Background: an optimization exercise with open tools, aiming at small area. Do not read the settings as production practice.
Only simulation tests tie the RTL to the original design; equivalence was not proved.

==> flow/design.v <==
module fht8v_timeslot (
  input  wire        clk,
  input  wire        rst,
  input  wire        tick_valid,
  output wire        tick_ready,
  input  wire [15:0] tick_temp,       
  input  wire        tick_radio_ok,   
  input  wire        cmd_valid,
  output wire        cmd_ready,
  input  wire [2:0]  cmd_op,
  input  wire [3:0]  cmd_group,       
  input  wire [7:0]  cmd_a,
  input  wire [7:0]  cmd_b,
  input  wire [3:0]  cmd_opc,
  output reg         rsp_valid,
  input  wire        rsp_ready,
  output wire [1:0]  rsp_code,
  output wire [47:0] rsp_msg,
  output wire [1:0]  rsp_mode,
  output wire [15:0] rsp_cnt,
  output wire [7:0]  rsp_sc,
  output wire [3:0]  rsp_count,
  output wire        rsp_panic,
  output wire [7:0]  rsp_freeze,
  output wire [15:0] rsp_last_temp,
  output wire [31:0] rsp_tick,
  output wire [31:0] rsp_last_enq,
  output reg         ev_valid,
  input  wire        ev_ready,
  output wire [1:0]  ev_kind,         
  output wire [2:0]  ev_group,
  output wire [47:0] ev_msg,
  output wire [31:0] ev_tick
);
  localparam [15:0] TEMP_NA = 16'h8000;
  localparam [1:0] M_NORMAL = 2'd0, M_SYNC_COUNT = 2'd1, M_SYNC_FINAL = 2'd2, M_PAIR_START = 2'd3;
  localparam [2:0] OP_ENQUEUE = 3'd0, OP_SYNC = 3'd1, OP_PAIR = 3'd2, OP_SET_HC = 3'd3,
                   OP_COUNT = 3'd4, OP_IDLE = 3'd5, OP_INFO = 3'd6;
  localparam [1:0] R_OK = 2'd0, R_GROUP = 2'd1, R_RANGE = 2'd2, R_OP = 2'd3;
  localparam [1:0] EV_TX = 2'd0, EV_REQ = 2'd1, EV_READ = 2'd2;
  localparam [5:0] C_SYNC = 6'b011100, C_SYNC_SET = 6'b010000, C_PAIR = 6'b011111,
                   C_OPEN = 6'b010001;
  reg  [447:0] ring;             
  wire [63:0]  hd = ring[447:384];
  reg  [63:0]  o;                
  reg  [1:0]   fx;               
  reg  [2:0]   ph;               
  reg  [2:0]   pg;               
  reg [3:0]  count;
  reg [31:0] tick;
  reg [9:0]  le_lo;
  reg        le_wrap;
  reg        panic;
  reg [1:0]  freeze;
  reg [15:0] last_temp;
  reg        clr;                
  reg        cs;                 
  reg        ts;                 
  reg        pnow;               
  reg        radio_q;            
  reg [1:0]  kc;                 
  function [15:0] inc16(input [15:0] x);
    integer i; reg k;
    begin k = 1'b1; for (i = 0; i < 16; i = i + 1) begin inc16[i] = x[i] ^ k; k = k & x[i]; end end
  endfunction
  function [32:0] inc32(input [31:0] x);    
    integer i; reg k;
    begin
      k = 1'b1; inc32[32] = 1'b0;
      for (i = 0; i < 32; i = i + 1) begin
        inc32[i] = x[i] ^ k; k = k & x[i];
        if (i == 9) inc32[32] = k;
      end
    end
  endfunction
  function [21:0] dec22(input [21:0] x, input b);
    integer i; reg k;
    begin k = b; for (i = 0; i < 22; i = i + 1) begin dec22[i] = x[i] ^ k; k = k & ~x[i]; end end
  endfunction
  function [7:0] dec8(input [7:0] x);
    integer i; reg k;
    begin k = 1'b1; for (i = 0; i < 8; i = i + 1) begin dec8[i] = x[i] ^ k; k = k & ~x[i]; end end
  endfunction
  function [9:0] add10(input [9:0] x, input [9:0] z);
    integer i; reg k;
    begin k = 1'b0; for (i = 0; i < 10; i = i + 1) begin add10[i] = x[i] ^ z[i] ^ k; k = (x[i] & z[i]) | (k & (x[i] ^ z[i])); end end
  endfunction
  function [7:0] sub8(input [7:0] x, input [7:0] z);
    integer i; reg k;
    begin k = 1'b1; for (i = 0; i < 8; i = i + 1) begin sub8[i] = x[i] ^ ~z[i] ^ k; k = (x[i] & ~z[i]) | (k & (x[i] ^ ~z[i])); end end
  endfunction
  function [7:0] add8(input [7:0] x, input [7:0] z);
    integer i; reg k;
    begin k = 1'b0; for (i = 0; i < 8; i = i + 1) begin add8[i] = x[i] ^ z[i] ^ k; k = (x[i] & z[i]) | (k & (x[i] ^ z[i])); end end
  endfunction
  wire ev_free = !ev_valid || ev_ready;
  wire [2:0] ph1 = ph + 3'd1;
  wire adv = ev_free && (!rsp_valid || rsp_ready) && (ph == pg + 3'd1);
  wire idle    = !clr && !cs && !ts && !ev_valid && !rsp_valid;
  wire [7:0]  h_hc1  = hd[63:56];
  wire [7:0]  h_hc2  = hd[55:48];
  wire [7:0]  h_addr = hd[47:40];
  wire [5:0]  h_cmd  = hd[39:34];
  wire [7:0]  h_ext  = hd[33:26];
  wire [1:0]  h_mode = hd[25:24];
  wire [15:0] h_cnt  = hd[23:8];
  wire [7:0]  h_sc   = hd[7:0];
  wire stepping = ts && adv;
  wire pm       = stepping && pnow;
  wire [7:0] p_addr = pm ? 8'd0 : h_addr;
  wire [5:0] p_cmd  = pm ? C_OPEN : h_cmd;
  wire [7:0] p_ext  = pm ? 8'd0 : h_ext;
  wire sodd = stepping && (h_mode == M_SYNC_COUNT) && h_sc[0];
  wire [5:0] q_cmd = sodd ? C_SYNC : p_cmd;
  wire [7:0] q_ext = sodd ? h_sc : p_ext;
  wire        g0   = (ph == 3'd0);
  wire [15:0] c1   = inc16(h_cnt);
  wire        chi  = (h_cnt[15:8] == 8'd0);
  wire [7:0]  cd   = sub8(h_cnt[7:0], {5'd0, h_hc2[2:0]});    
  wire        cdh  = chi && (cd[7:3] == 5'b11100) && cd[0];
  wire        hit4 = cdh && (cd[2:1] == 2'd0);                   
  wire        hit2 = cdh && (cd[2:1] == 2'd1);                   
  wire        hit0 = cdh && (cd[2:1] == 2'd2);                   
  wire [7:0]  sc1  = dec8(h_sc);
  reg [1:0] f_new;
  always @(*) begin
    if (tick_temp == TEMP_NA)
      f_new = freeze;
    else if (tick_temp[15] || (tick_temp[14:6] == 9'd0 && tick_temp[5:0] < 6'd50))
      f_new = 2'd3;
    else if (freeze != 2'd0)
      f_new = freeze - 2'd1;
    else
      f_new = 2'd0;
  end
  wire [1:0] fz = g0 ? f_new : freeze;
  wire radio = g0 ? tick_radio_ok : radio_q;
  localparam [1:0] FX_NONE = 2'd0, FX_REPEAT = 2'd1, FX_SYNC_SET = 2'd2, FX_FLOOR = 2'd3;
  reg        n_ev;
  reg [1:0]  n_kind;
  reg [1:0]  n_fx;
  reg [1:0]  n_mode;
  reg [15:0] n_cnt;
  reg [7:0]  n_sc;
  reg        n_read;
  always @(*) begin
    n_ev   = 1'b0;
    n_kind = EV_TX;
    n_fx   = FX_NONE;
    n_mode = h_mode;
    n_cnt  = h_cnt;
    n_sc   = h_sc;
    n_read = 1'b0;
    case (h_mode)
      M_NORMAL: begin
        n_cnt = c1;
        if (g0 && hit4) begin
          n_ev   = 1'b1;
          n_kind = EV_REQ;
        end
        if (hit2) begin
          if (g0) begin
            n_ev   = 1'b1;
            n_kind = EV_READ;
            n_read = 1'b1;
          end
          if (fz != 2'd0 && q_cmd[3:0] == 4'h6 && q_ext < 8'd40)
            n_fx = FX_FLOOR;
        end
        if (hit0) begin
          n_ev     = radio;
          n_kind   = EV_TX;
          if (radio)
            n_fx   = FX_REPEAT;
          n_cnt    = 16'd0;
        end
      end
      M_SYNC_COUNT: begin
        n_ev = h_sc[0] && radio;
        n_sc = sc1;
        if (sc1 == 8'd0) begin
          n_fx   = FX_SYNC_SET;
          n_mode = M_SYNC_FINAL;
        end
      end
      M_SYNC_FINAL: begin
        n_ev     = radio;
        if (radio)
          n_fx   = FX_REPEAT;
        n_mode   = M_NORMAL;
        n_cnt    = 16'd0;
      end
      default: begin
        n_ev   = radio;
        n_fx   = FX_SYNC_SET;
        n_mode = M_SYNC_FINAL;
      end
    endcase
  end
  wire step_en  = stepping;
  wire tick_end = step_en && ({1'b0, ph} == count - 4'd1);
  wire tick_acc = step_en && g0;
  assign tick_ready = tick_acc;
  wire       c_all    = cmd_group[3];
  wire [2:0] c_g      = cmd_group[2:0];
  wire       c_active = ({1'b0, c_g} < count);
  reg  [1:0] c_code;
  always @(*) begin
    c_code = R_OK;
    case (cmd_op)
      OP_ENQUEUE, OP_SYNC: if (!c_all && !c_active) c_code = R_GROUP;
      OP_PAIR, OP_SET_HC:  if (c_all || !c_active) c_code = R_GROUP;
      OP_COUNT:            if (cmd_a == 8'd0 || cmd_a > 8'd8) c_code = R_RANGE;
      OP_IDLE:             c_code = R_OK;
      OP_INFO:             if (c_all) c_code = R_GROUP;
      default:             c_code = R_OP;
    endcase
  end
  wire cmd_act  = cmd_valid && adv && (cs || (idle && !tick_valid && ph == 3'd0));
  wire cmd_end  = cmd_act && (ph == (c_all ? 3'd7 : c_g));
  assign cmd_ready = cmd_end;
  wire c_ok     = cmd_act && (c_code == R_OK);
  wire c_here   = c_all ? ({1'b0, ph} < count) : (ph == c_g);
  wire c_enq    = c_ok && c_here && (cmd_op == OP_ENQUEUE);
  wire c_sync   = c_ok && c_here && (cmd_op == OP_SYNC);
  wire c_pair   = c_ok && c_here && (cmd_op == OP_PAIR);
  wire c_sethc  = c_ok && c_here && (cmd_op == OP_SET_HC);
  wire c_touch  = cmd_end && (c_code == R_OK) &&
                  (cmd_op == OP_ENQUEUE || cmd_op == OP_SYNC || cmd_op == OP_PAIR || cmd_op == OP_IDLE);
  reg [63:0] nx;
  always @(*) begin
    nx = hd;
    if (step_en)
      nx = {h_hc1, h_hc2, p_addr, q_cmd, q_ext, n_mode, n_cnt, n_sc};
    if (c_enq)
      nx[47:26] = {cmd_a, 2'b01, cmd_opc, cmd_b};
    if (c_sync)
      nx = {h_hc1, h_hc2, 8'd0, C_SYNC, 8'd241, M_SYNC_COUNT, h_cnt, 8'd241};
    if (c_pair)
      nx = {h_hc1, h_hc2, cmd_a, C_PAIR, 8'd0, M_PAIR_START, h_cnt, h_sc};
    if (c_sethc)
      nx[63:48] = {cmd_a, cmd_b};
    if (rst || clr)
      nx = 64'd0;
  end
  wire [1:0]  fx_in  = step_en ? n_fx : FX_NONE;
  wire [5:0]  g_cmd  = (fx == FX_SYNC_SET) ? C_SYNC_SET : {o[39] | (fx == FX_REPEAT), o[38:34]};
  wire [7:0]  g_ext  = (fx == FX_SYNC_SET) ? 8'd0 : (fx == FX_FLOOR) ? 8'd40 : o[33:26];
  wire [63:0] g_rec  = {o[63:40], g_cmd, g_ext, o[25:0]};
  wire [32:0] tick1   = inc32(tick);
  wire        panic_due = (tick[9:0] == add10(le_lo, 10'd699));
  always @(posedge clk) begin
    if (adv) begin
      ring <= {ring[383:0], g_rec};
      o    <= nx;
      fx   <= fx_in;
      pg   <= ph;
      ph   <= ph1;
    end else begin
      ring <= {ring[383:0], hd};
      ph   <= (ph1 == pg) ? ph1 + 3'd1 : ph1;
    end
    if (step_en && n_ev)
      kc <= n_kind;
    if (cmd_end)
      kc <= c_code;
    if (rst) begin
      ph        <= 3'd0;
      pg        <= 3'd7;
      clr       <= 1'b1;
      cs        <= 1'b0;
      ts        <= 1'b0;
      count     <= 4'd1;
      tick      <= 32'd0;
      le_lo     <= 10'd0;
      le_wrap   <= 1'b0;
      panic     <= 1'b0;
      freeze    <= 2'd0;
      last_temp <= TEMP_NA;
      ev_valid  <= 1'b0;
      rsp_valid <= 1'b0;
    end else begin
      if (clr && ph == 3'd7)
        clr <= 1'b0;
      if (ev_valid && ev_ready)
        ev_valid <= 1'b0;
      if (rsp_valid && rsp_ready)
        rsp_valid <= 1'b0;
      if (idle && tick_valid && adv && ph == 3'd7) begin
        ts   <= 1'b1;
        tick <= tick1[31:0];
        pnow <= panic_due;
        if (panic_due) begin
          le_lo   <= tick1[9:0];
          le_wrap <= 1'b0;
          panic   <= 1'b1;
        end else if (tick1[32]) begin
          le_wrap <= 1'b1;
        end
      end
      if (step_en) begin
        if (n_ev)
          ev_valid <= 1'b1;
        if (n_read) begin
          last_temp <= tick_temp;
          freeze    <= f_new;
        end
        if (tick_acc)
          radio_q <= tick_radio_ok;
        if (tick_end)
          ts <= 1'b0;
      end
      if (cmd_act)
        cs <= !cmd_end;
      if (cmd_end) begin
        rsp_valid <= 1'b1;
        if (c_touch) begin
          le_lo   <= tick[9:0];
          le_wrap <= 1'b0;
          panic   <= 1'b0;
        end
        if (cmd_op == OP_COUNT && c_code == R_OK)
          count <= cmd_a[3:0];
      end
    end
  end
  wire [7:0] o_cmd = {o[39], 1'b0, o[38], 1'b0, o[37:34]};
  wire [7:0] o_csum = add8(add8(add8(add8(add8(o[63:56], o[55:48]), o[47:40]), o_cmd), o[33:26]), 8'h0C);
  assign ev_msg        = {o[63:40], o_cmd, o[33:26], o_csum};
  assign rsp_msg       = ev_msg;
  assign rsp_mode      = o[25:24];
  assign rsp_code      = kc;
  assign ev_kind       = kc;
  assign rsp_cnt       = o[23:8];
  assign rsp_sc        = o[7:0];
  assign ev_group      = pg;
  assign ev_tick       = tick;
  assign rsp_tick      = tick;
  assign rsp_last_enq  = {dec22(tick[31:10], le_wrap), le_lo};
  assign rsp_count     = count;
  assign rsp_panic     = panic;
  assign rsp_freeze    = {6'd0, freeze};
  assign rsp_last_temp = last_temp;
endmodule
==> flow/flow/run.sh <==
#!/bin/bash
# The standard layout (standard.sh), with these changes:
#  - synthesis: synth_recipe.tcl as it is, but with the logic mapped by an
#    area-oriented abc script and adder extraction limited to full adders
#    (flow/synth.tcl); the registers come out as in the standard synthesis;
#  - the port buffers are made from the smallest buffer cell, buf_1;
#  - the clock tree uses clkbuf_16 over clusters of up to 34 registers and no
#    dummy loads.
# The full output of the layout goes to standard.log; ORFS keeps each step's
# own log under orfs/logs.
set -euo pipefail
here=$(pwd)
export AREA_ABC_SCRIPT="$here/flow/abc_area.script"
export FLOW_SYNTH_TCL="$here/synth_recipe.tcl"
export BUFFER_PORTS_ARGS="-buffer_cell sky130_fd_sc_hd__buf_1"
export CTS_ARGS="-sink_clustering_enable -repair_clock_nets -dont_use_dummy_load -buf_list {sky130_fd_sc_hd__clkbuf_16} -sink_clustering_size 34 -sink_clustering_max_diameter 70"
sed -e "s#SYNTH_SCRIPT=[^ ]*#SYNTH_SCRIPT=$here/flow/synth.tcl#" standard.sh > own.sh
grep -q "SYNTH_SCRIPT=$here/flow/synth.tcl" own.sh
bash own.sh > standard.log 2>&1
==> flow/flow/abc_area.script <==
strash
&get -n
&st
&deepsyn -T 120
&dch -f
&nf -R 1000
&put
topo
==> flow/flow/synth.tcl <==
# The standard flow's synthesis script (synth_recipe.tcl) unchanged, except that:
#  - the abc call maps the logic with an area-oriented script
#    (flow/abc_area.script) that leaves gate sizing to the layout;
#  - adder extraction looks for full adders only (no half adders).
proc abc {args} {
  set i [lsearch -exact $args -script]
  if { $i >= 0 } { lset args [expr {$i + 1}] $::env(AREA_ABC_SCRIPT) }
  yosys abc {*}$args
}
proc extract_fa {args} {
  if { [lsearch -exact $args -ha] < 0 && [lsearch -exact $args -fa] < 0 } { lappend args -fa }
  yosys extract_fa {*}$args
}
source $::env(FLOW_SYNTH_TCL)
==> flow/standard.sh <==
#!/bin/bash
# synth_recipe.tcl (not shown) runs the flow's synth.tcl, then flattens the netlist and writes it again
# the make line also repeats each setting of config.mk as NAME=value (left out here)
make -C /OpenROAD-flow-scripts/flow DESIGN_CONFIG=/design/flow/config.mk WORK_HOME=/design/flow/orfs CLKGATE_MAP_FILE= SYNTH_SCRIPT=/design/flow/synth_recipe.tcl "${@:-finish}"
==> flow/config.mk <==
export PLATFORM = sky130hd
export DESIGN_NAME = fht8v_timeslot
export DESIGN_NICKNAME = fht8v_timeslot
export VERILOG_FILES = /design/flow/design.v
export SDC_FILE = /design/flow/constraint.sdc
export NUM_CORES = 4
export LEC_CHECK = 0
export CAP_MARGIN = 20
export CORE_MARGIN = 2
export CORE_UTILIZATION = 65
export SLEW_MARGIN = 20
==> flow/constraint.sdc <==
create_clock -name core_clock -period 10.0 [get_ports {clk}]
set_input_delay 2.0000 -clock core_clock [delete_from_list [all_inputs] [get_ports {clk}]]
set_output_delay 2.0000 -clock core_clock [all_outputs]
set_load 0.01 [all_outputs]
==> Implementation_results.wiki, run 1 <==
{| class="wikitable"
! Metric !! Value
|-
| Run status || complete, no violations
|-
| WP data required || 8000 ps
|-
| Fin crit share || between 80% and 90%
|-
| Kind of end point of the critical path || output port
|-
| Wire length of the first global-routing pass || about 55000 um
|-
| Finish-stage setup viols || 0
|-
| Final Cell Area || between 15000 and 20000 sq um
|-
| DRT antenna net count || 0
|-
| Post-detailed-route via-to-cell ratio || about 5.3
|-
| Critical path's top delay family || adder cells
|-
| DPL Wire Length || between 20000 and 30000 um
|-
| Number of global-route vias before repair || slightly above 10000
|-
| Cells after synthesis || between 1000 and 1500
|-
| Clock-pin slew on the worst setup and hold paths || 120 ps
|-
| Slew at the pin closest to its max-slew limit || 1040 ps
|-
| Maximum operating frequency || roughly 120 MHz
|-
| DIE WIDTH || roughly 170 um
|-
| Unrepaired setup endpoints after global routing || no
|-
| Startpoint Class || register
|-
| Buffer cell driving the clock tree root || clkbuf_16
|-
| Mapped Area || 18000 sq um
|-
| Maximum clock path buffer count || 3
|-
| Master of the slowest instance on the critical path || fa_1
|-
| Total vias in the final route || 10900
|-
| Most repeated library cell on the critical path || fa_1
|-
| Shortest clock period the worst path allows after layout || ~8000 ps
|-
| First-pass DRT Iterations || 5
|-
| # clock sinks || 595
|-
| Area inside the core boundary || 27000 sq um
|-
| Async set or reset register ratio after synthesis || 0%
|-
| CTS Buf Count || 25
|-
| Area after DPL || 18900 sq um
|-
| Netlist cell types || between 40 and 50
|-
| Accumulated negative setup slack || 0 ps
|-
| Buffering stage count on the worst path with inverters included || 4
|-
| Resized cells post-CTS || 0
|-
| Number of violations of the max-capacitance limit || 0
|-
| Number of antenna violations at the first check in global routing || 1
|-
| CTS tree || done
|-
| Number of cell rows || 60
|-
| Initial detailed-routing violation count || approximately 850
|-
| Flip-flop and latch count after synthesis || between 500 and 600
|-
| Type of the tightest min-delay check || register to register
|-
| Main flop type after synthesis || dfxtp_1
|-
| Critical setup path kind || register to output port
|-
| Final Worst Setup Slack || between 1500 and 2000 ps
|-
| Worst skew pair latency || ~570 ps
|-
| Headroom to the max-slew limit || between 20% and 30%
|-
| Final Net Count || 1797
|-
| CTS hold repair buffers || 0
|-
| Vertical extent of the die || between 150 and 200 um
|-
| Number of synthesized flops with an enable pin || 70
|-
| Cells along the critical path || and2_0 > fa_1 > clkinv_1 > fa_1 > fa_1 > clkinv_1 > fa_1 > fa_1 > fa_1 > fa_1 > fa_1 > clkinv_1 > fa_1 > nor2_1 > xnor2_1 > xnor2_1 > buf_1
|-
| Routability-driven placement congestion ratio || slightly below 0.9
|-
| Die Area || slightly below 30000 sq um
|-
| Number of port buffers || slightly below 300
|-
| Total number of H-tree levels || 1
|-
| Layout cell share with drive strength beyond 1 || 2.15%
|-
| Number of endpoints with negative hold slack in the final report || 0
|-
| Wire length per cell || around 18 um
|-
| All-layer global routing usage || between 20 and 25%
|-
| Remaining global-route overflow || 0
|-
| Pin count of the biggest net entering global routing || between 80 and 90
|-
| Critical path peak fanout || 5
|-
| Number of fill cells in the layout || a little under 2000
|-
| Setup skew after layout || 56.0 ps
|-
| Post-synthesis average cell area || ~12 sq um
|-
| Maximum cell stage delay along the critical path || around 520 ps
|-
| Remaining design rule violation count || 0
|-
| Ys Warns || 1
|-
| Relative area change from synthesis to final layout || 8.89%
|-
| Share of synthesized area occupied by flip-flops and latches || a little over two thirds
|-
| Setup slack at placement || roughly 2100 ps
|-
| Post-Route WL || around 36000 um
|-
| Initial standard-cell utilization of the core || about two thirds
|-
| Arr. time, crit path || 6000 ps
|-
| Top-level I/O count || between 300 and 400
|-
| Count of final max-slew check failures || 0
|-
| Setup bufs post-CTS || 0
|}
worst register-to-register path, cell delays in order, from the launching register on:
cell	delay (ps)
dfxtp_1	480
xnor2_1	200
mux2i_1	250
a32oi_1	180
or2_2	340
nor4b_1	290
buf_4	210
and3_1	210
and2_0	250
and3_1	230
and2_0	240
and3_1	280
and3_1	280
and3_1	260
and3_1	210
and2_0	240
and3_1	220
and2_0	240
and3_1	230
and2_0	240
and3_1	220
and2_0	240
and3_1	230
and2_0	240
and3_1	220
and2_0	240
and3_1	180
nor3_1	40
metrics by stage:
stage / utilization, % / hold WS (ps) / cells
global placement: 70.1 / 310 / 2036
CTS: 72.4 / 266 / 2062
detailed placement: 70.1 / 312 / 2037
floorplan: - / 310 / 1481
global route: 72.4 / 267 / 2063
finish: 72.4 / 261 / 2063
flip-flops by register name, indices dropped and copies added (netlist names), 3 cells and up:
| name | cells |
|---|---|
| count | 4 |
| last_temp | 16 |
| le_lo | 10 |
| o | 64 |
| pg | 3 |
| ph | 3 |
| ring | 448 |
| tick | 32 |
area by class of cell:
cell class                 count  area [sq um]  area share [%]
timing repair buffer         305          1180            6.01
tap                          341           427            2.18
inverter                      56           213            1.09
clock buffer                  25           626            3.20
multi-input combinational    740          4520            23.1
sequential                   595         12600            64.4
antenna                        1          2.50          0.0128
cells in the final DEF, fill, tap and decap left out, drive strengths merged, types with 5 or more instances in the layout:
cell / Yosys / routed
dfxtp: 525 / 525
buf: 90 / 304
nor2: 191 / 191
edfxtp: 70 / 70
a21oi: 69 / 69
nand2: 63 / 63
a22o: 56 / 56
clkinv: 56 / 55
nor3: 46 / 46
xnor2: 37 / 37
o21ai: 33 / 33
clkbuf: 0 / 26
fa: 24 / 24
xor2: 22 / 22
nand2b: 21 / 21
and3: 21 / 21
and2: 18 / 18
nand3: 16 / 16
o21a: 14 / 14
nor2b: 13 / 13
or3: 10 / 10
a31oi: 10 / 10
conb: 1 / 10
a22oi: 6 / 6
or4: 6 / 6
mux2: 6 / 6
nor4: 6 / 6
o31ai: 5 / 5
or2: 5 / 5
logic make-up after synthesis:
kind of cell | share of synthesized area [%]
fa+ha+maj | 2.73
flops | 70.2
buf+inv | 4.93
compound gates | 7.86
other cells | 0.0209
mux | 0.487
simple gates | 11.0
xor+xnor | 2.87
layer usage:
layer  GRT usage (%)  wire length [um]  vias to the layer above
met3            4.07              2350                       44
met1            35.5             16600                     5195
met2            39.0             16500                      340
met4            5.95               801                        0
li1                -                 -                     5331
met5               0                 0                        -
synthesized netlist by cell type (10+ instances only):
library cell	instances	share of area, %
a21oi_1	69	1.9
a22o_1	56	2.7
a31oi_1	10	0.35
and2_0	18	0.63
and3_1	21	0.73
buf_4	90	3.8
clkinv_1	56	1.2
dfxtp_1	525	58
edfxtp_1	70	12
fa_1	24	2.7
nand2_1	63	1.3
nand2b_1	21	0.73
nand3_1	16	0.45
nor2_1	191	4.0
nor2b_1	13	0.45
nor3_1	46	1.3
o21a_1	14	0.58
o21ai_0	33	0.92
or3_1	10	0.35
xnor2_1	37	1.8
xor2_1	22	1.1
path summary, 6_finish.rpt:
kind / start / end / slack, ps / depth (start not counted)
setup reg to reg: ph[2]$_SDFF_PP0_ / tick[31]$_SDFFE_PP0P_ / 3200 / 27
hold / removal: ring[168]$_DFF_P_ / ring[232]$_DFF_P_ / 260 / 0
hold reg to reg: ring[168]$_DFF_P_ / ring[232]$_DFF_P_ / 260 / 0
setup / recovery: o[48]$_SDFFCE_PP0P_ / ev_msg[7] / 2000 / 17
==> run 2, diff against run 1 <==
--- a/flow/flow/run.sh
+++ b/flow/flow/run.sh
@@ -6,3 +6,3 @@
 #  - the port buffers are made from the smallest buffer cell, buf_1;
-#  - the clock tree uses clkbuf_16 over clusters of up to 34 registers and no
+#  - the clock tree uses clkbuf_16 over clusters of up to 32 registers and no
 #    dummy loads.
@@ -15,3 +15,3 @@
 export BUFFER_PORTS_ARGS="-buffer_cell sky130_fd_sc_hd__buf_1"
-export CTS_ARGS="-sink_clustering_enable -repair_clock_nets -dont_use_dummy_load -buf_list {sky130_fd_sc_hd__clkbuf_16} -sink_clustering_size 34 -sink_clustering_max_diameter 70"
+export CTS_ARGS="-sink_clustering_enable -repair_clock_nets -dont_use_dummy_load -buf_list {sky130_fd_sc_hd__clkbuf_16} -sink_clustering_size 32 -sink_clustering_max_diameter 60"
 sed -e "s#SYNTH_SCRIPT=[^ ]*#SYNTH_SCRIPT=$here/flow/synth.tcl#" standard.sh > own.sh
--- a/flow/config.mk
+++ b/flow/config.mk
@@ -9,3 +9,3 @@
 export CORE_MARGIN = 2
-export CORE_UTILIZATION = 65
+export CORE_UTILIZATION = 60
 export SLEW_MARGIN = 20
==> run 2 against run 1 <==
Final cell count grew 2.8%. Clock skew shrank 7.8 ps. Wire length grew 0.24%. Sequential cell count is the same. First-iteration DRC count shrank 38%. Synthesized cell count is the same. Largest cell class unchanged.
==> Implementation_results.wiki, run 2 <==
{| class="wikitable"
! Metric !! Value
|-
| Run status || complete, no violations
|-
| Shortest clock period the worst path allows after layout || 7990 ps (-8.86 ps)
|-
| Buffering stage count on the worst path with inverters included || 4 (unchanged)
|-
| Most area-hungry cell type in the Yosys netlist || dfxtp_1
|-
| All-layer global routing usage || 22.8% (-1.7 points)
|-
| Initial detailed-routing violation count || 532 (-38%)
|-
| Slew at the pin closest to its max-slew limit || 1180 ps (+139 ps)
|-
| Worst skew pair latency || 540 ps (-30 ps)
|-
| Cells after synthesis || 1472 (unchanged)
|-
| Mapped Area || 18000 sq um (unchanged)
|-
| Most repeated library cell on the critical path || fa_1
|-
| Layout cell share with drive strength beyond 1 || 2.66% (+0.51 points)
|-
| Fraction of synthesized cell area taken by the top area cell type || 58.5% (unchanged)
|-
| Count of final max-slew check failures || 0 (unchanged)
|-
| Buffer cell driving the clock tree root || clkbuf_16
|-
| Post-detailed-route via-to-cell ratio || 5.15 (-2.6%)
|-
| CTS hold repair buffers || 0 (unchanged)
|-
| Total vias in the final route || 10900 (+0.073%)
|-
| WP data required || 8000 ps (about the same)
|-
| Critical path's top delay family || adder cells
|-
| Headroom to the max-slew limit || 20.5% (-9.4 points)
|-
| Cells along the critical path || and2_0 > fa_1 > clkinv_1 > fa_1 > fa_1 > clkinv_1 > fa_1 > fa_1 > fa_1 > fa_1 > fa_1 > clkinv_1 > fa_1 > nor2_1 > xnor2_1 > xnor2_1 > buf_1
|-
| Largest registers || ring x448, o x64, tick x32
|-
| Number of flip-flops under the largest register name || 448 (unchanged)
|-
| Final Net Count || 1806 (+0.50%)
|-
| Maximum operating frequency || 125 MHz (+0.11%)
|-
| Arr. time, crit path || 5990 ps (about the same)
|-
| CTS tree || done
|-
| Number of fill cells in the layout || 2322 (+20%)
|-
| Number of global-route vias before repair || 10100 (-1.9%)
|-
| Maximum clock path buffer count || 3 (unchanged)
|-
| Remaining global-route overflow || 0 (unchanged)
|-
| Number of synthesized flops with an enable pin || 70 (unchanged)
|-
| Netlist cell types || 48 (unchanged)
|-
| Critical setup path kind || register to output port
|-
| DPL Wire Length || 25300 um (-1.5%)
|-
| Remaining design rule violation count || 0 (unchanged)
|-
| Flip-flop and latch count after synthesis || 595 (unchanged)
|-
| Relative area change from synthesis to final layout || 10.6%
|-
| Master of the slowest instance on the critical path || fa_1
|-
| Top cells by area in the synthesized netlist || dfxtp_1 (58%), edfxtp_1 (12%), nor2_1 (4.0%), buf_4 (3.8%), a22o_1 (2.7%)
|-
| Initial standard-cell utilization of the core || 60.8% (-5.7 points)
|-
| Number of cell rows || 63 (+5.0%)
|-
| Critical path peak fanout || 5 (unchanged)
|-
| Main flop type after synthesis || dfxtp_1
|-
| Finish-stage setup viols || 0 (unchanged)
|-
| Startpoint Class || register
|-
| Leading cell types in the layout, fill and taps excluded || dfxtp_1 (525), buf_1 (296), nor2_1 (191), edfxtp_1 (70), a21oi_1 (68)
|-
| Vertical extent of the die || 177 um (+4.0%)
|-
| Wire length of the first global-routing pass || 55200 um (about the same)
|-
| Clock-pin slew on the worst setup and hold paths || 100 ps (-20 ps)
|-
| Most instantiated cells after synthesis || dfxtp_1 (525), nor2_1 (191), buf_4 (90)
|-
| Most common cell in the synthesized netlist || dfxtp_1
|-
| Unrepaired setup endpoints after global routing || no
|-
| DRT antenna net count || 0 (unchanged)
|-
| Share of synthesized area occupied by flip-flops and latches || 70.2% (unchanged)
|-
| Ys Warns || 1 (unchanged)
|-
| Accumulated negative setup slack || 0 ps (unchanged)
|-
| Die Area || 31400 sq um (+8.1%)
|-
| Register name with the most flops || ring
|-
| Resized cells post-CTS || 0 (unchanged)
|-
| Fin crit share || 79.9% (-0.089 points)
|-
| Pin count of the biggest net entering global routing || 75 (-7.4%)
|-
| Number of endpoints with negative hold slack in the final report || 0 (unchanged)
|-
| Top-level I/O count || 308 (unchanged)
|-
| Area inside the core boundary || 29600 sq um (+9.4%)
|-
| First-pass DRT Iterations || 5 (unchanged)
|-
| Setup bufs post-CTS || 0 (unchanged)
|-
| Post-synthesis average cell area || 12.2 sq um (unchanged)
|-
| # clock sinks || 595 (unchanged)
|-
| Maximum cell stage delay along the critical path || 530 ps (about the same)
|-
| Wire length per cell || 17.1 um (-2.5%)
|-
| Setup skew after layout || 48.2 ps (-7.84 ps)
|-
| Routability-driven placement congestion ratio || 0.829 (-7.1%)
|-
| Number of antenna violations at the first check in global routing || 2 (+1)
|-
| End-of-flow core utilization || 67.2% (-5.2 points)
|-
| Kind of end point of the critical path || output port
|-
| Most frequent standard cell in the layout excluding fill and tap cells || dfxtp_1
|-
| Type of the tightest min-delay check || register to register
|-
| CTS Buf Count || 35 (+40%)
|-
| Number of port buffers || 297 (unchanged)
|-
| Total inserted antenna cells || 0 (-1)
|-
| Total number of H-tree levels || 2 (+1)
|-
| Number of violations of the max-capacitance limit || 0 (unchanged)
|-
| Async set or reset register ratio after synthesis || 0% (unchanged)
|-
| Post-Route WL || 36300 um (+0.24%)
|-
| DIE WIDTH || 177 um (+4.0%)
|}
==> run 2: cell counts after synthesis <==
Identical to the previous run, type by type.
==> run 2: cell families (layout without fill, tap and decap cells) <==
group                      count (synthesis)  count (layout)  synth area share (%)
AOI/OAI and AO/OA                        213             213                  7.86
xor gates and xnor gates                  59              59                  2.87
adders and majority gates                 25              25                  2.73
buffers and inverters                    146             395                  4.93
DFF                                      595             595                  70.2
muxes                                      8               8                 0.487
other                                      1              10                0.0209
and+or+nand+nor                          425             425                  11.0
==> run 2: layout make-up <==
class | count | area [sq um] | share of cell area [%]
Tap cell | 390 | 488 | 2.46
Sequential cell | 595 | 12600 | 63.5
Inverter | 56 | 213 | 1.07
Clock buffer | 35 | 876 | 4.41
Multi-Input combinational cell | 740 | 4520 | 22.7
Timing Repair Buffer | 304 | 1170 | 5.88
==> run 2: metal layers <==
metal  up-vias  share of wire [%]  GRT usage (%)
li1       5357                  -              -
met1      5193                 46           32.1
met2       305                 45           35.7
met3        59                6.9           5.48
met4         4                1.9           5.68
met5         -              0.072              0
==> run 2: stage by stage <==
step                      std cells  hold WS (ps)  instance area, sq um  worst slack [ps]
final                          2120           296                 19900              2010
after global placement         2085           310                 19000              2270
after CTS                      2120           296                 19900              2000
after detailed placement       2085           312                 19000              2060
after global routing           2120           298                 19900              1790
after floorplan                1481           310                 18000               395
==> run 2: final timing paths <==
kind	start	end	slack [ps]	depth (start not counted)
setup / recovery	o[48]$_SDFFCE_PP0P_	ev_msg[7]	2010	17
hold / removal	ring[383]$_DFF_P_	ring[447]$_DFF_P_	300	0
setup reg to reg	ph[2]$_SDFF_PP0_	tick[31]$_SDFFE_PP0P_	3190	27
hold reg to reg	ring[383]$_DFF_P_	ring[447]$_DFF_P_	300	0

[port drivers added, routing unchanged]
In the flow no input, the clock included, has a driving cell. The finished layouts below were timed again as built, in two steps.
Step 1 sets driving cells, clkbuf_16 on the clock port and buf_2 on the other inputs (assumed; they add their load-dependent delay and slew).
Step 2 times the ports against the registers' clock, not the clock port: input delays grow and output delays shrink by t, the midpoint of the rising clock arrivals with the driver on.
Three values: ideal, step 1, step 2; two values: the first two.
run	t, ns	setup WS [ns]	hold slack, ns	worst setup path at the end	worst data-port slew with drivers (ns)
run 1	0.596	1.998 / 1.947 / 2.058	0.261 / 0.261 / 0.261	input to register	0.07
run 2	0.569	2.007 / 1.954 / 1.996	0.296 / 0.296 / 0.296	input to register	0.06
After both steps setup and hold are still met in every run listed. For run 2, which loses most, drivers alone change the setup slack by -0.053 ns; drivers and shift together by -0.011 ns.
